This design comes from an exercise in tuning for small area, a short achievable clock period and few clock cycles on the open sky130 flow, not from production work. At most, simulation tests tie the RTL to the original design; equivalence was not proved. No activity file was given, so power comes from the tool's default toggle rates.

== purple ==
==> flow/design.v <==
module chillhub_rx (
    input  wire        clk,
    input  wire        rst,
    input  wire        in_valid,
    output wire        in_ready,
    input  wire [1:0]  in_op,       
    input  wire [7:0]  in_data,     
    input  wire [1:0]  in_class,    
    input  wire [15:0] in_cb,       
    output reg         ev_valid,
    output reg  [1:0]  ev_type,     
    output reg  [15:0] ev_cb,
    output wire [1:0]  ev_class,
    output wire [7:0]  ev_symbol,
    output wire [2:0]  ev_kind,
    output wire [7:0]  ev_len,
    output reg  [7:0]  ev_data,
    output reg  [2:0]  ev_code
);
    localparam SLOTS  = 10;
    localparam [7:0] STX = 8'hFF;
    localparam [7:0] ESC = 8'hFE;
    localparam [1:0] C_FRIDGE = 2'd0, C_ALARM = 2'd1, C_TIME = 2'd2, C_CLOUD = 2'd3;
    localparam [2:0] K_U8 = 3'd0, K_BOOL = 3'd1, K_U16 = 3'd2, K_U32 = 3'd3,
                     K_STRING = 3'd4, K_TIME4 = 3'd5;
    localparam [2:0] DG_CHECKSUM = 3'd2, DG_UNKNOWN = 3'd3, DG_FULL = 3'd4;
    localparam [1:0] OP_BYTE = 2'd0, OP_REG = 2'd1, OP_REMOVE = 2'd2;
    integer i;
    reg             q_v;
    reg             q_byte, q_reg, q_rem;     
    reg [7:0]       q_d;
    reg [1:0]       q_c;
    reg [15:0]      q_cb;
    reg             q_esc;        
    reg             q_stx;        
    reg             q_lo;         
    reg [SLOTS-1:0] q_key;        
    reg [SLOTS-1:0] m_key;        
    reg             rdy;          
    reg        st_stx, st_len, st_pay, st_hi, st_lo;
    reg        esc;
    reg [5:0]  k;             
    reg [7:0]  k_row;         
    reg [7:0]  k_col;         
    reg [5:0]  rem;           
    reg [13:0] sum;           
    reg        hi_ok;         
    reg [7:0]  pbuf [3:61];   
    reg        m_alarm;       
    reg        m_time;        
    reg [1:0]  m_cls;
    reg [7:0]  m_sym;
    reg [2:0]  m_kind;
    reg        m_dt_bad;      
    reg [2:0]  m_need;        
    reg        m_drop;        
    reg [5:0]  m_len;         
    reg [7:0]  rd_row;
    reg [7:0]  rd_col;
    reg [5:0]  left;
    reg        last;          
    reg        busy;          
    reg              slot_used [0:SLOTS-1];
    reg [7:0]        slot_sym  [0:SLOTS-1];
    reg [1:0]        slot_cls  [0:SLOTS-1];
    reg [15:0]       slot_cb   [0:SLOTS-1];
    reg [SLOTS-1:0] hit;          
    reg [SLOTS-1:0] mhit;         
    reg [SLOTS-1:0] first_free;
    reg full;
    reg any_hit;
    reg any_mhit;
    reg seen_free;
    reg [15:0] hit_cb;
    reg        one_free;      
    always @(*) begin
        full      = 1'b1;
        any_hit   = 1'b0;
        any_mhit  = 1'b0;
        seen_free = 1'b0;
        hit_cb    = 16'd0;
        one_free  = 1'b0;
        for (i = 0; i < SLOTS; i = i + 1) begin
            hit[i]        = q_key[i] && slot_used[i];
            mhit[i]       = m_key[i] && slot_used[i];
            full          = full & slot_used[i];
            any_hit       = any_hit | hit[i];
            any_mhit      = any_mhit | mhit[i];
            hit_cb        = hit_cb | (slot_cb[i] & {16{mhit[i]}});
            first_free[i] = !slot_used[i] && !seen_free;
            one_free      = (one_free & slot_used[i]) | first_free[i];
            seen_free     = seen_free | !slot_used[i];
        end
    end
    wire is_lit   = q_v && q_byte && !(q_esc && !esc);
    wire pay_lit  = is_lit && st_pay;
    wire hi_lit   = is_lit && st_hi;
    wire fin_lit  = is_lit && st_lo && !busy;
    wire len_lit  = is_lit && st_len;
    wire stx_byte = q_v && q_byte && st_stx && q_stx;
    wire is_reg   = q_v && q_reg && !(busy && full);
    wire is_rem   = q_v && q_rem;
    wire stall    = busy && ((q_byte && st_lo) || (q_reg && full));
    wire go       = q_v && !stall;
    wire cs_ok    = hi_ok && q_lo;
    wire dispatch = fin_lit && cs_ok && !m_drop && any_mhit;
    wire diag     = (fin_lit && !(cs_ok && !m_drop && !any_mhit)) ||
                    (is_reg && full && !any_hit);
    wire busy_n = busy ? !last : (dispatch && m_len != 6'd0);
    wire len_ok = (q_d <= 8'd62);
    wire [5:0] rem_n = len_lit ? q_d[5:0] + 6'd1 : (pay_lit || hi_lit) ? rem - 6'd1 : rem;
    wire st_pay_n = len_lit ? (len_ok && q_d != 8'd0) :
                    pay_lit ? (rem != 6'd2) : st_pay;
    wire st_hi_n  = len_lit ? (q_d == 8'd0) :
                    pay_lit ? (rem == 6'd2) : (hi_lit ? 1'b0 : st_hi);
    wire st_lo_n  = hi_lit ? 1'b1 : (is_lit && st_lo && !busy) ? 1'b0 : st_lo;
    wire st_len_n = stx_byte ? 1'b1 : len_lit ? 1'b0 : st_len;
    wire st_stx_n = (len_lit && !len_ok) || fin_lit ? 1'b1 : stx_byte ? 1'b0 : st_stx;
    wire [13:0] sum_n = len_lit ? 14'd42 : pay_lit ? sum + {6'd0, q_d} : sum;
    wire q_v_n    = rdy ? in_valid : (q_v && !go);
    wire q_byte_n = rdy ? (in_op == OP_BYTE) : q_byte;
    wire q_reg_n  = rdy ? (in_op == OP_REG) : q_reg;
    wire full_n  = (full && !(is_rem && any_hit)) || (one_free && is_reg && !any_hit);
    wire stall_n = busy_n && ((q_byte_n && st_lo_n) || (q_reg_n && full_n));
    wire in_is_q = (in_data == q_d) && (in_class == q_c);
    wire m_is_q  = (m_sym == q_d) && (m_cls == q_c);
    reg [SLOTS-1:0] in_key, m_key_n;
    always @(*) begin
        for (i = 0; i < SLOTS; i = i + 1) begin
            in_key[i]  = (is_reg && first_free[i]) ? in_is_q :
                         (slot_sym[i] == in_data && slot_cls[i] == in_class);
            m_key_n[i] = (is_reg && first_free[i]) ? m_is_q :
                         (slot_sym[i] == m_sym && slot_cls[i] == m_cls);
        end
    end
    wire rdy_n = !q_v_n || !stall_n;
    assign in_ready = rdy;
    always @(posedge clk) begin
        if (rst) begin
            q_v <= 1'b0;
            rdy <= 1'b1;
        end else begin
            q_v <= q_v_n;
            rdy <= rdy_n;
        end
        if (rdy) begin
            q_byte <= (in_op == OP_BYTE);
            q_reg  <= (in_op == OP_REG);
            q_rem  <= (in_op == OP_REMOVE);
            q_d    <= in_data;
            q_c    <= in_class;
            q_cb   <= in_cb;
            q_esc  <= (in_data == ESC);
            q_stx  <= (in_data == STX);
            q_lo   <= (in_data == sum_n[7:0]);
            q_key  <= in_key;
        end
    end
    assign ev_class  = m_cls;
    assign ev_symbol = m_sym;
    assign ev_kind   = m_kind;
    assign ev_len    = {2'b00, m_len};
    reg [7:0] rd_byte;
    always @(*) begin
        rd_byte = 8'd0;
        for (i = 3; i <= 61; i = i + 1)
            rd_byte = rd_byte | (pbuf[i] & {8{rd_row[i / 8] & rd_col[i % 8]}});
    end
    always @(posedge clk) begin
        ev_cb     <= hit_cb;
        m_key     <= m_key_n;
        ev_data <= rd_byte;
        ev_type <= busy ? 2'd1 : dispatch ? 2'd0 : 2'd2;
        ev_code <= !fin_lit ? DG_FULL : cs_ok ? DG_UNKNOWN : DG_CHECKSUM;
        for (i = 3; i <= 61; i = i + 1)
            if (k_row[i / 8] && k_col[i % 8])
                pbuf[i] <= q_d;
        if (dispatch) begin
            rd_row <= 8'b0000_0001;
            rd_col <= m_alarm ? 8'b0001_0000 : 8'b0000_1000;
        end else begin
            rd_col <= {rd_col[6:0], rd_col[7]};
            if (rd_col[7])
                rd_row <= {rd_row[6:0], rd_row[7]};
        end
    end
    wire [5:0] n = k - 6'd3;
    always @(posedge clk) begin
        if (hi_lit) begin
            m_len  <= {3'd0, m_need};
            if (k < 6'd3)
                m_drop <= 1'b1;
            else if (m_alarm)
                m_drop <= k < 6'd8;
            else if (m_time)
                m_drop <= k < 6'd7;
            else if (m_kind == K_STRING) begin
                m_drop <= 1'b0;
                m_len  <= n;
            end else
                m_drop <= m_dt_bad || (n < {3'd0, m_need});
        end
    end
    always @(posedge clk) begin
        if (rst) begin
            st_stx   <= 1'b1;
            st_len   <= 1'b0;
            st_pay   <= 1'b0;
            st_hi    <= 1'b0;
            st_lo    <= 1'b0;
            esc      <= 1'b0;
            ev_valid <= 1'b0;
            busy     <= 1'b0;
            for (i = 0; i < SLOTS; i = i + 1)
                slot_used[i] <= 1'b0;
        end else begin
            ev_valid <= busy || diag;
            busy     <= busy_n;
            st_stx   <= st_stx_n;
            st_len   <= st_len_n;
            st_pay   <= st_pay_n;
            st_hi    <= st_hi_n;
            st_lo    <= st_lo_n;
            rem      <= rem_n;
            sum      <= sum_n;
            if (dispatch) begin
                left <= m_len;
                last <= (m_len == 6'd1);
            end else if (busy) begin
                left <= left - 6'd1;
                last <= (left == 6'd2);
            end
            for (i = 0; i < SLOTS; i = i + 1) begin
                if (is_reg && first_free[i]) begin
                    slot_sym[i] <= q_d;
                    slot_cls[i] <= q_c;
                    if (!any_hit)
                        slot_used[i] <= 1'b1;
                end
                if (is_reg && (hit[i] || first_free[i]))
                    slot_cb[i] <= q_cb;
                if ((is_rem && hit[i]) || (dispatch && m_time && mhit[i]))
                    slot_used[i] <= 1'b0;
            end
            if (q_v && q_byte && !stall) begin
                if (st_stx) begin
                    if (q_stx)
                        esc <= 1'b0;
                end else begin
                    esc <= q_esc && !esc;
                end
            end
            if (len_lit) begin
                k     <= 6'd0;
                k_row <= 8'd1;
                k_col <= 8'd1;
            end
            if (pay_lit || hi_lit || fin_lit) begin
                k     <= k + 6'd1;
                k_col <= {k_col[6:0], k_col[7]};
                if (k_col[7])
                    k_row <= {k_row[6:0], k_row[7]};
            end
            if (hi_lit)
                hi_ok <= (q_d == {2'b00, sum[13:8]});
            if (pay_lit) begin
                if (k_row[0] && k_col[1]) begin
                    m_alarm <= (q_d == 8'h05);
                    m_time  <= (q_d == 8'h07);
                    m_cls   <= (q_d == 8'h05) ? C_ALARM :
                               (q_d == 8'h07) ? C_TIME  :
                               (q_d <= 8'h4F) ? C_FRIDGE : C_CLOUD;
                    m_sym   <= (q_d == 8'h07) ? 8'h00 : q_d;
                end
                if (k_row[0] && k_col[2]) begin
                    m_dt_bad <= 1'b0;
                    case (q_d)
                        8'h03:   begin m_kind <= K_U8;     m_need <= 3'd1; end
                        8'h09:   begin m_kind <= K_BOOL;   m_need <= 3'd1; end
                        8'h05:   begin m_kind <= K_U16;    m_need <= 3'd2; end
                        8'h07:   begin m_kind <= K_U32;    m_need <= 3'd4; end
                        8'h02:   begin m_kind <= K_STRING; m_need <= 3'd0; end
                        default: begin m_kind <= K_U8;     m_need <= 3'd1; m_dt_bad <= 1'b1; end
                    endcase
                    if (m_alarm || m_time) begin
                        m_kind <= K_TIME4;
                        m_need <= 3'd4;
                    end
                end
                if (k_row[0] && k_col[3] && m_alarm)
                    m_sym <= q_d;
            end
        end
    end
endmodule
clock: 5.0 ns
lec_check: 0
abc_area: 1
cap_margin: 20
core_margin: 2
core_utilization: 55
cts_buf_list: sky130_fd_sc_hd__clkbuf_8
cts_cluster_diameter: 50
cts_cluster_size: 15
place_density: 0.7
setup_slack_margin: 2.5
slew_margin: 20
run.sh (not shown) runs the stock make flow with config.mk's settings and CLKGATE_MAP_FILE= SYNTH_SCRIPT=/design/flow/synth_recipe.tcl, a recipe that flattens the netlist after the stock synthesis.
Testbench counts of purple, summed over its fixed seeds: cycles 14,173.
Changes in orange relative to purple:
diff --git a/flow/design.v b/flow/design.v
--- a/flow/design.v
+++ b/flow/design.v
@@ -11,7 +11,7 @@
     output reg  [1:0]  ev_type,     
     output reg  [15:0] ev_cb,
-    output wire [1:0]  ev_class,
-    output wire [7:0]  ev_symbol,
-    output wire [2:0]  ev_kind,
+    output reg  [1:0]  ev_class,
+    output reg  [7:0]  ev_symbol,
+    output reg  [2:0]  ev_kind,
     output wire [7:0]  ev_len,
     output reg  [7:0]  ev_data,
@@ -41,6 +41,4 @@
     reg        esc;
     reg [5:0]  k;             
-    reg [7:0]  k_row;         
-    reg [7:0]  k_col;         
     reg [5:0]  rem;           
     reg [13:0] sum;           
@@ -157,8 +155,6 @@
         end
     end
-    assign ev_class  = m_cls;
-    assign ev_symbol = m_sym;
-    assign ev_kind   = m_kind;
-    assign ev_len    = {2'b00, m_len};
+    reg [5:0] hdr_len;
+    assign ev_len = {2'b00, hdr_len};
     reg [7:0] rd_byte;
     always @(*) begin
@@ -170,9 +166,13 @@
         ev_cb     <= hit_cb;
         m_key     <= m_key_n;
+        ev_class  <= m_cls;
+        ev_symbol <= m_sym;
+        ev_kind   <= m_kind;
+        hdr_len   <= m_len;
         ev_data <= rd_byte;
         ev_type <= busy ? 2'd1 : dispatch ? 2'd0 : 2'd2;
         ev_code <= !fin_lit ? DG_FULL : cs_ok ? DG_UNKNOWN : DG_CHECKSUM;
         for (i = 3; i <= 61; i = i + 1)
-            if (k_row[i / 8] && k_col[i % 8])
+            if (k == i)
                 pbuf[i] <= q_d;
         if (dispatch) begin
@@ -251,19 +251,12 @@
                 end
             end
-            if (len_lit) begin
-                k     <= 6'd0;
-                k_row <= 8'd1;
-                k_col <= 8'd1;
-            end
-            if (pay_lit || hi_lit || fin_lit) begin
-                k     <= k + 6'd1;
-                k_col <= {k_col[6:0], k_col[7]};
-                if (k_col[7])
-                    k_row <= {k_row[6:0], k_row[7]};
-            end
+            if (len_lit)
+                k <= 6'd0;
+            if (pay_lit || hi_lit || fin_lit)
+                k <= k + 6'd1;
             if (hi_lit)
                 hi_ok <= (q_d == {2'b00, sum[13:8]});
             if (pay_lit) begin
-                if (k_row[0] && k_col[1]) begin
+                if (k == 6'd1) begin
                     m_alarm <= (q_d == 8'h05);
                     m_time  <= (q_d == 8'h07);
@@ -273,5 +266,5 @@
                     m_sym   <= (q_d == 8'h07) ? 8'h00 : q_d;
                 end
-                if (k_row[0] && k_col[2]) begin
+                if (k == 6'd2) begin
                     m_dt_bad <= 1'b0;
                     case (q_d)
@@ -288,5 +281,5 @@
                     end
                 end
-                if (k_row[0] && k_col[3] && m_alarm)
+                if (k == 6'd3 && m_alarm)
                     m_sym <= q_d;
             end
[summary]
Taking purple as the reference, in orange area growth from synthesis to layout shows an increase of 0.62 points; number of clock buffer instances in the layout climbed 4; upper clock frequency limit fell about 3%.
Re starting DRC count in detailed routing: purple was higher than orange.
When orange is measured against purple, its peak ir drop on the vdd network turns out about 14% lower.
nand2_1 as the most common cell after layout, fill and taps aside was reported by purple, and edfxtp_1 by orange.
Final cell area excluding filler cells delta (orange − purple): favourable
The RTL of orange was laid out without a check of its function.

afterwards: timing with drivers on the ports:
The flow's constraints put no driver on any port. The routed layouts listed below were extracted and timed again, unchanged, in two steps. Step 1 sets driving cells, clkbuf_16 on the clock port and buf_2 on the other inputs (assumed; they add their load-dependent delay and slew). Step 2 adds t to the input delays and takes it off the output delays; t is the mean of the earliest and latest rising clock arrival at the registers after step 1. Input paths then give back, and output paths get back, about the clock's delay inside the block. Three values: ideal, step 1, step 2; two values: the first two.
| run | t (ns) | setup slack, ns | clock arrival spread, ns | cell pins on the clock port's net |
|---|---|---|---|---|
| purple | 0.769 | 2.465 / 2.465 / 1.829 | 0.055 / 0.054 | 1 |
| orange | 0.795 | 2.386 / 2.386 / 1.802 | 0.066 / 0.066 | 1 |
After both steps every run listed still meets setup and hold. The setup slack of purple, which loses most, moves by 0.000 ns with the drivers and by -0.636 ns with both steps.
